What follows belongs to an exercise in optimizing a design on an open flow for small area, a short achievable clock period and few clock cycles; a production flow would make more cautious choices.
In this exercise RTL edits were held to simulation tests only and were not proved equivalent to the original.
Power figures rest on the tool's default switching activity, not on a simulated workload.

### config.mk
export PLATFORM = sky130hd
export DESIGN_NAME = monotonic_clock_overflow_tracker
export DESIGN_NICKNAME = monotonic_clock_overflow_tracker
export VERILOG_FILES = /design/flow/design.v
export SDC_FILE = /design/flow/constraint.sdc
export NUM_CORES = 4
export LEC_CHECK = 0
export CAP_MARGIN = 20
export CORE_MARGIN = 2
export CORE_UTILIZATION = 40
export SLEW_MARGIN = 20
### constraint.sdc
create_clock -name core_clock -period 10.0 [get_ports {clk}]
set_input_delay 2.0000 -clock core_clock [delete_from_list [all_inputs] [get_ports {clk}]]
set_output_delay 2.0000 -clock core_clock [all_outputs]
set_load 0.01 [all_outputs]
### design.v
module monotonic_clock_overflow_tracker (
    input             clk,
    input             rst,               
    input             in_valid,
    output            in_ready,
    input             in_src,            
    input      [63:0] in_word,
    output reg        resp_valid,
    output reg [63:0] resp_word,
    output reg        ntf_valid,
    output reg [63:0] ntf_word,
    output     [23:0] cmp_value,
    output            cmp_armed,
    output     [31:0] pin_initialized,
    output     [31:0] pin_mode,
    output     [63:0] pin_pull,
    output     [31:0] pin_out_level,
    output     [31:0] pin_sense_toggle,
    output     [63:0] pin_irq_mode,
    output     [31:0] pin_evt_en,
    output     [95:0] pin_prio
);
    localparam [23:0] MAX_TICKS = 24'hFFFFFF;
    localparam [31:0] OVF_INC   = 32'd2097151;      
    localparam [47:0] MIN_TICKS = 48'd5;
    localparam [9:0]  MS_DIV    = 10'd1000;
    localparam [7:0] ST_OK = 8'd0, ST_STATE = 8'd1, ST_NORES = 8'd2,
                     ST_PARAM = 8'd3, ST_ILLEGAL = 8'd4;
    localparam [1:0] K_WAKEUP = 2'd1, K_TIMER = 2'd2, K_GPIO = 2'd3;
    localparam [1:0] S_IDLE = 2'd0, S_EXEC = 2'd1, S_DIV = 2'd2, S_NTF = 2'd3;
    reg        ctr_run;
    reg [23:0] counter;
    reg [23:0] compare;
    reg        armed;
    reg [31:0] ts_base;
    reg [31:0] wk_cb;
    reg        hw_ok;
    reg [31:0] pin_in;
    reg [7:0]  t_created;
    reg [7:0]  t_state;
    reg [31:0] t_cb      [0:7];
    reg [31:0] t_timeout [0:7];
    reg [47:0] t_rem     [0:7];
    reg [31:0] p_init, p_mode, p_sense, p_evt, p_out;
    reg [1:0]  p_pull [0:31];
    reg [1:0]  p_irq  [0:31];
    reg [2:0]  p_prio [0:31];
    reg [31:0] handler [0:31];
    reg [1:0]  st;
    reg [63:0] cw;           
    reg        csrc;
    reg [7:0]  ntf_pend;     
    reg [2:0]  div_h;
    reg [5:0]  div_cnt;
    reg [47:0] div_q;        
    reg [9:0]  div_r;
    assign in_ready = (st == S_IDLE);
    assign cmp_value        = compare;
    assign cmp_armed        = armed;
    assign pin_initialized  = p_init;
    assign pin_mode         = p_mode;
    assign pin_out_level    = p_out;
    assign pin_sense_toggle = p_sense;
    assign pin_evt_en       = p_evt;
    genvar gp;
    generate
        for (gp = 0; gp < 32; gp = gp + 1) begin : g_pin_out
            assign pin_pull[2*gp+1:2*gp]     = p_pull[gp];
            assign pin_irq_mode[2*gp+1:2*gp] = p_irq[gp];
            assign pin_prio[3*gp+2:3*gp]     = p_prio[gp];
        end
    endgenerate
    wire [7:0]  op     = cw[63:56];
    wire [7:0]  f_idx  = cw[39:32];
    wire [2:0]  f_h    = cw[34:32];
    wire [4:0]  f_pin  = cw[36:32];
    wire        f_mode = cw[37];
    wire [1:0]  f_pull = cw[39:38];
    wire        f_flag = cw[40];
    wire [1:0]  f_edge = cw[42:41];
    wire [2:0]  f_prio = cw[50:48];
    wire [31:0] f_data = cw[31:0];
    wire fz_z  = (cw[55:0] == 56'd0);
    wire fz_d  = (cw[55:32] == 24'd0);
    wire fz_c  = (cw[55:41] == 15'd0) && (cw[39:32] == 8'd0);
    wire fz_h  = (cw[55:40] == 16'd0) && (cw[31:0] == 32'd0);
    wire fz_hd = (cw[55:40] == 16'd0);
    wire fz_p  = (cw[55:37] == 19'd0) && (cw[31:0] == 32'd0);
    wire fz_pc = (cw[55:41] == 15'd0) && (cw[31:0] == 32'd0);
    wire fz_pw = (cw[55:41] == 15'd0) && (cw[39:37] == 3'd0) && (cw[31:0] == 32'd0);
    wire fz_pa = (cw[55:51] == 5'd0) && (cw[47:43] == 5'd0) && (cw[40:37] == 4'd0);
    wire fz_ep = (cw[55:43] == 13'd0) && (cw[40:37] == 4'd0) && (cw[31:0] == 32'd0);
    wire fz_f  = (cw[55:41] == 15'd0) && (cw[39:0] == 40'd0);
    reg cmd_legal;
    always @(*) begin
        case (op)
            8'h10, 8'h11, 8'h12, 8'h14, 8'h20, 8'h44: cmd_legal = fz_z;
            8'h13:                                    cmd_legal = fz_c;
            8'h21, 8'h30, 8'h31, 8'h40, 8'h45:        cmd_legal = fz_d;
            8'h41:                                    cmd_legal = fz_hd;
            8'h42, 8'h43:                             cmd_legal = fz_h;
            8'h50:                                    cmd_legal = fz_pc && (f_pull != 2'd3);
            8'h51:                                    cmd_legal = fz_pa && (f_edge != 2'd0);
            8'h52, 8'h54, 8'h55, 8'h56:               cmd_legal = fz_p;
            8'h53:                                    cmd_legal = fz_pw;
            default:                                  cmd_legal = 1'b0;
        endcase
    end
    reg ev_legal;
    always @(*) begin
        case (op)
            8'hE0, 8'hE1, 8'hEF: ev_legal = fz_z;
            8'hE2:               ev_legal = fz_ep && (f_edge == 2'd1 || f_edge == 2'd2);
            8'hE3:               ev_legal = fz_pw;
            8'hE4:               ev_legal = fz_f;
            default:             ev_legal = 1'b0;
        endcase
    end
    wire [31:0] ts_now = ts_base + {11'd0, counter[23:3]};    
    wire        h_valid = (f_idx < 8'd8) && t_created[f_h];
    reg       slot_free;
    reg [2:0] slot_idx;
    integer   si;
    always @(*) begin
        slot_free = 1'b0;
        slot_idx  = 3'd0;
        for (si = 7; si >= 0; si = si - 1)
            if (!t_created[si]) begin
                slot_free = 1'b1;
                slot_idx  = si[2:0];
            end
    end
    wire [34:0] wk_delta   = {f_data, 3'b000};                  
    wire        wk_toolong = (wk_delta > {11'd0, MAX_TICKS});
    wire [35:0] wk_sum     = {12'd0, counter} + {1'b0, wk_delta};
    wire [23:0] wk_target  = (wk_sum > {12'd0, MAX_TICKS})
                           ? (MAX_TICKS - counter) + wk_delta[23:0]
                           : counter + wk_delta[23:0];
    wire        tick_ovf  = (counter == MAX_TICKS);
    wire [23:0] tick_next = tick_ovf ? 24'd0 : counter + 24'd1;
    wire [10:0] div_r2   = {div_r, div_q[47]};
    wire        div_ge   = (div_r2 >= {1'b0, MS_DIV});
    wire [10:0] div_rsub = div_r2 - {1'b0, MS_DIV};
    wire [47:0] div_qn   = {div_q[46:0], div_ge};
    reg [2:0] np_idx;
    integer   ni;
    always @(*) begin
        np_idx = 3'd0;
        for (ni = 7; ni >= 0; ni = ni - 1)
            if (ntf_pend[ni]) np_idx = ni[2:0];
    end
    function [63:0] mk_resp(input [7:0] status, input [31:0] data);
        mk_resp = {24'd0, status, data};
    endfunction
    function [63:0] mk_ntf(input [1:0] kind, input [7:0] index, input [31:0] token);
        mk_ntf = {8'hF0, 14'd0, kind, index, token};
    endfunction
    integer i;
    reg [47:0] rem_dec;
    reg [7:0]  exp_mask;
    reg [47:0] ticks;
    always @(posedge clk) begin
        resp_valid <= 1'b0;
        ntf_valid  <= 1'b0;
        if (rst) begin
            st       <= S_IDLE;
            cw       <= 64'd0;
            csrc     <= 1'b0;
            ntf_pend <= 8'd0;
            div_h    <= 3'd0;
            div_cnt  <= 6'd0;
            div_q    <= 48'd0;
            div_r    <= 10'd0;
            resp_word <= 64'd0;
            ntf_word  <= 64'd0;
            hw_ok    <= 1'b0;
            pin_in   <= 32'd0;
            ctr_run  <= 1'b0;
            counter  <= 24'd0;
            compare  <= 24'd0;
            armed    <= 1'b0;
            ts_base  <= 32'd0;
            wk_cb    <= 32'd0;
            t_created <= 8'd0;
            t_state   <= 8'd0;
            for (i = 0; i < 8; i = i + 1) begin
                t_cb[i]      <= 32'd0;
                t_timeout[i] <= 32'd0;
                t_rem[i]     <= 48'd0;
            end
            p_init  <= 32'd0;
            p_mode  <= 32'd0;
            p_sense <= 32'd0;
            p_evt   <= 32'd0;
            p_out   <= 32'd0;
            for (i = 0; i < 32; i = i + 1) begin
                p_pull[i]  <= 2'd0;
                p_irq[i]   <= 2'd0;
                p_prio[i]  <= 3'd0;
                handler[i] <= 32'd0;
            end
        end else begin
            case (st)
            S_IDLE: begin
                if (in_valid) begin
                    cw   <= in_word;
                    csrc <= in_src;
                    st   <= S_EXEC;
                end
            end
            S_EXEC: begin
                st <= S_IDLE;
                if (!csrc) begin
                    resp_valid <= 1'b1;
                    resp_word  <= mk_resp(ST_OK, 32'd0);
                    if (!cmd_legal) begin
                        resp_word <= mk_resp(ST_ILLEGAL, 32'd0);
                    end else begin
                        case (op)
                        8'h10: begin  
                            if (ctr_run)
                                resp_word <= mk_resp(ST_STATE, 32'd0);
                            else if (!hw_ok)
                                resp_word <= mk_resp(ST_NORES, 32'd0);
                            else begin
                                ctr_run <= 1'b1;
                                counter <= 24'd0;
                                compare <= 24'd0;
                                armed   <= 1'b0;
                            end
                        end
                        8'h11: resp_word <= mk_resp(ST_OK, {8'd0, counter});    
                        8'h12: resp_word <= mk_resp(ST_OK, {8'd0, MAX_TICKS});  
                        8'h13: begin  
                            if (!ctr_run)
                                resp_word <= mk_resp(ST_STATE, 32'd0);
                            else begin
                                compare <= f_data[23:0];
                                armed   <= f_flag;
                            end
                        end
                        8'h14: begin  
                            if (ctr_run) counter <= MAX_TICKS - 24'd15;
                        end
                        8'h20, 8'h44: resp_word <= mk_resp(ST_OK, ts_now);      
                        8'h21: ts_base <= f_data;                               
                        8'h30: begin  
                            if (!ctr_run)
                                resp_word <= mk_resp(ST_STATE, 32'd0);
                            else if (wk_toolong)
                                resp_word <= mk_resp(ST_PARAM, 32'd0);
                            else begin
                                compare <= wk_target;
                                armed   <= 1'b1;
                            end
                        end
                        8'h31: wk_cb <= f_data;                                 
                        8'h40: begin  
                            if (!slot_free)
                                resp_word <= mk_resp(ST_NORES, 32'd0);
                            else begin
                                t_created[slot_idx] <= 1'b1;
                                t_cb[slot_idx]      <= f_data;
                                t_timeout[slot_idx] <= 32'd0;
                                t_state[slot_idx]   <= 1'b0;
                                t_rem[slot_idx]     <= 48'd0;
                                resp_word <= mk_resp(ST_OK, {29'd0, slot_idx});
                            end
                        end
                        8'h41: begin  
                            if (!h_valid)
                                resp_word <= mk_resp(ST_STATE, 32'd0);
                            else
                                t_timeout[f_h] <= (f_data < 32'd10) ? 32'd10 : f_data;
                        end
                        8'h42: begin  
                            if (!h_valid)
                                resp_word <= mk_resp(ST_STATE, 32'd0);
                            else if (t_timeout[f_h] == 32'd0)
                                resp_word <= mk_resp(ST_PARAM, 32'd0);
                            else begin
                                resp_valid <= 1'b0;
                                div_h   <= f_h;
                                div_q   <= {1'b0, t_timeout[f_h], 15'd0} + 48'd500;
                                div_r   <= 10'd0;
                                div_cnt <= 6'd0;
                                st      <= S_DIV;
                            end
                        end
                        8'h43: begin  
                            if (!h_valid)
                                resp_word <= mk_resp(ST_STATE, 32'd0);
                            else begin
                                t_state[f_h] <= 1'b0;
                                t_rem[f_h]   <= 48'd0;
                            end
                        end
                        8'h45:  
                            resp_word <= mk_resp(ST_OK, (f_data < ts_now) ? ts_now - f_data : 32'd0);
                        8'h50: begin  
                            if (p_init[f_pin])
                                resp_word <= mk_resp(ST_STATE, 32'd0);
                            else begin
                                p_init[f_pin]  <= 1'b1;
                                p_mode[f_pin]  <= f_mode;
                                p_pull[f_pin]  <= f_pull;
                                p_irq[f_pin]   <= 2'd0;
                                p_evt[f_pin]   <= 1'b0;
                                p_prio[f_pin]  <= 3'd0;
                                p_sense[f_pin] <= !f_mode;
                                p_out[f_pin]   <= f_mode ? f_flag : 1'b0;
                            end
                        end
                        8'h51: begin  
                            if (!p_init[f_pin] || p_mode[f_pin])
                                resp_word <= mk_resp(ST_STATE, 32'd0);
                            else begin
                                if (p_irq[f_pin] != 2'd0) p_sense[f_pin] <= 1'b1;
                                handler[f_pin] <= f_data;
                                p_irq[f_pin]   <= f_edge;
                                p_prio[f_pin]  <= f_prio;
                                p_evt[f_pin]   <= 1'b1;
                            end
                        end
                        8'h52: p_evt[f_pin] <= 1'b0;  
                        8'h53: begin  
                            if (!p_init[f_pin] || !p_mode[f_pin])
                                resp_word <= mk_resp(ST_STATE, 32'd0);
                            else
                                p_out[f_pin] <= f_flag;
                        end
                        8'h54: begin  
                            if (!p_init[f_pin] || !p_mode[f_pin])
                                resp_word <= mk_resp(ST_STATE, 32'd0);
                            else
                                p_out[f_pin] <= !p_out[f_pin];
                        end
                        8'h55: begin  
                            if (!p_init[f_pin] || p_mode[f_pin])
                                resp_word <= mk_resp(ST_STATE, 32'd0);
                            else
                                resp_word <= mk_resp(ST_OK, {31'd0, pin_in[f_pin]});
                        end
                        8'h56: begin  
                            if (!p_init[f_pin])
                                resp_word <= mk_resp(ST_STATE, 32'd0);
                            else begin
                                p_init[f_pin]  <= 1'b0;
                                p_mode[f_pin]  <= 1'b0;
                                p_pull[f_pin]  <= 2'd0;
                                p_irq[f_pin]   <= 2'd0;
                                p_evt[f_pin]   <= 1'b0;
                                p_prio[f_pin]  <= 3'd0;
                                p_sense[f_pin] <= 1'b0;
                                p_out[f_pin]   <= 1'b0;
                            end
                        end
                        default: ;
                        endcase
                    end
                end else if (ev_legal) begin
                    case (op)
                    8'hE0: begin  
                        if (ctr_run) begin
                            counter <= tick_next;
                            if (tick_ovf) ts_base <= ts_base + OVF_INC;
                            if (armed && tick_next == compare) begin
                                armed <= 1'b0;
                                if (wk_cb != 32'd0) begin
                                    ntf_valid <= 1'b1;
                                    ntf_word  <= mk_ntf(K_WAKEUP, 8'd0, wk_cb);
                                end
                            end
                        end
                    end
                    8'hE1: begin  
                        exp_mask = 8'd0;
                        for (i = 0; i < 8; i = i + 1) begin
                            if (t_created[i] && t_state[i]) begin
                                rem_dec  = t_rem[i] - 48'd1;
                                t_rem[i] <= rem_dec;
                                if (rem_dec == 48'd0) begin
                                    t_state[i] <= 1'b0;
                                    if (t_cb[i] != 32'd0) exp_mask[i] = 1'b1;
                                end
                            end
                        end
                        ntf_pend <= exp_mask;
                        if (exp_mask != 8'd0) st <= S_NTF;
                    end
                    8'hE2: begin  
                        if (handler[f_pin] != 32'd0) begin
                            ntf_valid <= 1'b1;
                            ntf_word  <= mk_ntf(K_GPIO, {3'd0, f_pin}, handler[f_pin]);
                        end
                    end
                    8'hE3: pin_in[f_pin] <= f_flag;  
                    8'hE4: hw_ok <= f_flag;          
                    8'hEF: begin  
                        ctr_run  <= 1'b0;
                        counter  <= 24'd0;
                        compare  <= 24'd0;
                        armed    <= 1'b0;
                        ts_base  <= 32'd0;
                        wk_cb    <= 32'd0;
                        t_created <= 8'd0;
                        t_state   <= 8'd0;
                        for (i = 0; i < 8; i = i + 1) begin
                            t_cb[i]      <= 32'd0;
                            t_timeout[i] <= 32'd0;
                            t_rem[i]     <= 48'd0;
                        end
                        p_init  <= 32'd0;
                        p_mode  <= 32'd0;
                        p_sense <= 32'd0;
                        p_evt   <= 32'd0;
                        p_out   <= 32'd0;
                        for (i = 0; i < 32; i = i + 1) begin
                            p_pull[i]  <= 2'd0;
                            p_irq[i]   <= 2'd0;
                            p_prio[i]  <= 3'd0;
                            handler[i] <= 32'd0;
                        end
                    end
                    default: ;
                    endcase
                end
            end
            S_DIV: begin  
                div_q   <= div_qn;
                div_r   <= div_ge ? div_rsub[9:0] : div_r2[9:0];
                div_cnt <= div_cnt + 6'd1;
                if (div_cnt == 6'd47) begin
                    ticks = (div_qn < MIN_TICKS) ? MIN_TICKS : div_qn;
                    t_rem[div_h]   <= ticks;
                    t_state[div_h] <= 1'b1;
                    resp_valid <= 1'b1;
                    resp_word  <= mk_resp(ST_OK, 32'd0);
                    st <= S_IDLE;
                end
            end
            S_NTF: begin  
                ntf_valid <= 1'b1;
                ntf_word  <= mk_ntf(K_TIMER, {5'd0, np_idx}, t_cb[np_idx]);
                ntf_pend[np_idx] <= 1'b0;
                if ((ntf_pend & ~(8'd1 << np_idx)) == 8'd0) st <= S_IDLE;
            end
            endcase
        end
    end
endmodule
### run.sh
#!/bin/bash
# synth_recipe.tcl (not shown) runs the flow's synth.tcl, then flattens the netlist and writes it again
# the make line also repeats each setting of config.mk as NAME=value (left out here)
make -C /OpenROAD-flow-scripts/flow DESIGN_CONFIG=/design/flow/config.mk WORK_HOME=/design/flow/orfs CLKGATE_MAP_FILE= SYNTH_SCRIPT=/design/flow/synth_recipe.tcl finish
==> run summary <==
-- power breakdown --
part / total (mW) / switching [mW] / internal [mW]
Clock: 11.2 / 4.83 / 6.33
Combinational: 2.31 / 1.59 / 0.723
Sequential: 12.7 / 0.293 / 12.4
-- placed cells by master (no fill, tap or decap), types with 310 or more instances in the layout --
master	Yosys	routed
sky130_fd_sc_hd__dfxtp_1	547	538
sky130_fd_sc_hd__nand3_1	499	480
sky130_fd_sc_hd__a21oi_1	535	533
sky130_fd_sc_hd__edfxtp_1	2144	2144
sky130_fd_sc_hd__clkdlybuf4s50_1	0	556
sky130_fd_sc_hd__o21ai_0	422	408
sky130_fd_sc_hd__nor3_1	532	523
sky130_fd_sc_hd__mux4_2	421	421
sky130_fd_sc_hd__nor2_1	2324	2313
sky130_fd_sc_hd__clkbuf_16	0	310
sky130_fd_sc_hd__nand2_1	1079	1020
-- area by class of cell --
cell class / count / area [um^2]
antenna: 27 / 67.6
tap: 4515 / 5650
fill: 31137 / 182000
sequential: 2691 / 75400
timing repair buffer: 829 / 7670
inverter: 175 / 659
clock inverter: 154 / 1480
multi-input combinational: 8819 / 55800
clock buffer: 393 / 8200
-- sequential cells by signal, indices dropped and copies added, names as in the netlist, 10 cells and up, named ones only --
name / count
ts_base: 32
t_timeout: 256
div_q: 48
resp_word: 35
p_pull: 64
wk_cb: 32
div_r: 10
p_init: 32
t_cb: 256
p_mode: 32
compare: 24
handler: 1024
t_rem: 384
p_evt: 32
p_sense: 32
p_prio: 96
p_out: 32
pin_in: 32
cw: 64
p_irq: 64
counter: 24
ntf_word: 40
-- logic make-up after synthesis --
group                    count (synthesis)
buffers and inverters                 1222
flip-flops                            2691
AND/OR/NAND/NOR                       5479
AO/OA/AOI/OAI                         2141
other                                    1
adder cells (fa/ha/maj)                140
XOR/XNOR                               457
multiplexers                           552
-- worst max path at each step --
stage | from | endpoint | slack, ps | cells after the start
finish | cw[33] | t_rem[1][16] | 3170 | 13
global route | cw[33] | t_rem[1][47] | 3250 | 13
CTS | cw[33] | t_rem[1][16] | 3580 | 13
detailed placement | cw[33] | t_rem[1][16] | 3620 | 13
global placement | cw[33] | t_rem[1][16] | 3680 | 13
floorplan | cw[32] | t_cb[2][0] | 3440 | 16
-- worst max-delay path, cell delays in order (launching register included) --
cell and delay (ps):
sky130_fd_sc_hd__dfxtp_2 320, sky130_fd_sc_hd__inv_1 380, sky130_fd_sc_hd__ha_1 250, sky130_fd_sc_hd__buf_4 340
sky130_fd_sc_hd__or4b_1 790, sky130_fd_sc_hd__a21oi_1 230, sky130_fd_sc_hd__nor4bb_1 320, sky130_fd_sc_hd__o21ai_1 120
sky130_fd_sc_hd__a21oi_1 490, sky130_fd_sc_hd__nand2_2 510, sky130_fd_sc_hd__nor2_1 910, sky130_fd_sc_hd__nand3_1 860
sky130_fd_sc_hd__nand3_2 270, sky130_fd_sc_hd__buf_4 560
-- per-stage QoR --
step,total power [mW],cells,hold slack (ps),utilization
CTS,26.2,17574,458,0.460
global placement,15.2,17027,444,0.431
finish,26.2,17603,457,0.460
detailed placement,15.2,17027,448,0.431
floorplan,14.2,12732,436,-
global route,26.8,17588,475,0.460
-- layer usage --
metal,track usage,wire length [um],vias up,part of all wire
li1,-,-,47014,-
met1,0.394,202000,54342,0.37
met2,0.465,240000,6520,0.44
met3,0.0749,59600,1412,0.11
met4,0.196,40200,12,0.074
met5,0,70,-,0.00013
==> summary.md <==
| Metric | Value |
|---|---|
| Post_cts resized | `0` |
| Slew of the pin with the lowest slew margin | `between 1000 and 1500 ps` |
| Average wire per standard cell | `30.8 um` |
| Setup repair bufs after CTS | `0` |
| Post-synthesis area per instance | `~11 um^2` |
| Clock tree from TritonCTS | `built` |
| 1st-pass router iterations | `8` |
| Post-route setup slack | `3170 ps` |
| Yosys top cell area share | `0.476` |
| Power density over the cells | `between 150 and 200 mW/mm^2` |
| Total congestion overflow | `0` |
| Number of placed I/O pins | `between 600 and 700` |
| Layout cells sized above 1 | `0.108` |
| R2r endpoint | `t_rem[1][16]` |
| Most used standard cells in the synthesized netlist | `2324 x sky130_fd_sc_hd__nor2_1, 2144 x sky130_fd_sc_hd__edfxtp_1, 1079 x sky130_fd_sc_hd__nand2_1` |
| Data required time at the worst endpoint | `between 10000 and 15000 ps` |
| Xor-xnor portion of the synthesized cell area | `0.0298` |
| Area Growth Syn to Fin | `14.5%` |
| Final design instance area without fill | `between 0.15 and 0.2 mm^2` |
| Min-Delay Path Depth | `2` |
| Compound-cell area share of the yosys netlist | `0.0979` |
| Total Negative Setup Slacks | `0 ps` |
| Share of synthesized area occupied by flip-flops and latches | `0.557` |
| Relative slew margins | `0.174` |
| Critical path endpoint category | `flop` |
| Number of vias in the routed layout | `around 110k` |
| Number of violations of the max-capacitance limit | `0` |
| Cts hold-fix bufs | `0` |
| Via density per instance | `6.21` |
| Setup slack of the most critical reg-to-reg path | `approximately 3200 ps` |
| Number of design rule violations left after detail routing | `0` |
| Starting density of the core | `0.402` |
| Count of pins over their slew limit | `0` |
| Min-delay worst type | `flop to flop` |
| Cell count after synthesis | `12683` |
| Worst voltage drop across the vdd grid | `140 uV` |
| Total routing usage reported by global routing | `0.307` |
| Longest Clk Path Bufs | `4` |
| DP HPWL | `between 300 and 400 mm` |
| Worst R2R Start | `cw[33]` |
| Number of I/O port buffers | `between 500 and 600` |
| Critical Path AT | `7380 ps` |
| Status | `complete, no violations` |
| Worst min-delay path startpoint | `cw[45]` |
| Leading cell type by number of instances after synthesis | `sky130_fd_sc_hd__nor2_1` |
| FP Rows | `around 210` |
| Clock buffer count from CTS | `302` |
| Share of async-settable or async-resettable flops after synthesis | `0` |
| Die Span Y | `between 500 and 600 um` |
| Adder and majority cell fraction of the synthesized area | `0.0132` |
| Count of final setup violators | `0` |
| Synth cell types | `about 130` |
| Later-pin clock latency in the skew report | `approximately 960 ps` |
| Mux cell area share after synthesis | `0.0798` |
| Clock edge transition at the registers on the reported setup and hold paths | `about 60 ps` |
| Vias in the first global route | `102149` |
| RSZ-0062 raised after global routing | `no` |
| Cell accounting for the most synthesized area | `sky130_fd_sc_hd__edfxtp_1` |
| Cell Area, Placed | `about 0.15 mm^2` |
| Initial antenna violation count | `36` |
| Die span in x | `approximately 600 um` |
| Top FF cell, synth | `sky130_fd_sc_hd__edfxtp_1` |
| Number of synthesis warnings | `1` |
| Largest fanout on the critical path | `48` |
| Initial DRC count | `~16000` |
| EDFF count, synth | `~2100` |
| Net count reported at finish | `between 10000 and 15000` |
| Number of flip-flops and latches in the synthesized netlist | `2691` |
| H-tree depth reported by CTS | `5` |
| Terminating pin of the worst hold path | `cw[45]` |
| Maximum number of pins on one net before global-route repair | `180` |
| Die area | `around 0.34 mm^2` |
| Clock root buffer master | `sky130_fd_sc_hd__clkbuf_16` |
| Cell count of the worst reg-to-reg path | `13` |
| Share of the clock period used by the worst path | `0.683` |
| Post-synthesis instance area | `roughly 0.14 mm^2` |
| Remaining number of nets flagged by the antenna check after routing | `0` |
| WL final | `around 540 mm` |
| TritonCTS sink count | `approximately 2700` |
| Critical path class | `flop to flop` |
| First-pass GRT wire length | `approximately 760 mm` |
| Main area contributors after synthesis | `sky130_fd_sc_hd__edfxtp_1 48%, sky130_fd_sc_hd__dfxtp_1 8.1%, sky130_fd_sc_hd__mux4_2 7.0%` |
| Kind of start point of the critical path | `flop` |
| Leakage dissipation | `49.9 nW` |
| Top achievable clock speed | `around 150 MHz` |
| Fraction of the mapped netlist area in simple logic gates | `0.186` |
| Final hold violation count | `0` |
| Combinational family with the most area after synthesis | `simple AND/OR/NAND/NOR gates` |
| Worst Clk Skew | `around 83 ps` |
| Routability congestion estimate | `a little under 1` |
| Tmin final | `slightly below 7000 ps` |
| Placement-stage worst setup slack | `~3600 ps` |
| Standard cell core area | `around 0.34 mm^2` |
Testbench counts, summed over its fixed seeds: cycles 111,762.

## static timing again, ports no longer ideal
The results above use ideal ports. As a check the final layout listed here was re-extracted and re-timed, cells and wires unchanged.
Step 1: set_driving_cell puts a clkbuf_16 on clk and a buf_2 on each other input, an assumption about the parent block.
Step 2 adds t to the input delays and takes it off the output delays; t is the mean of the earliest and latest rising clock arrival at the registers after step 1. Input paths then give back, and output paths get back, about the clock's delay inside the block.
a / b / c = no drivers / after step 1 / after step 2; a / b = the first two.
t, ns: 1.046
slack for setup (ns): 3.171 / 3.171 / 3.171
worst setup path at the end: register to register
After both steps setup and hold are still met in this run. For this run, drivers alone change the setup slack by 0.000 ns; drivers and shift together by 0.000 ns.
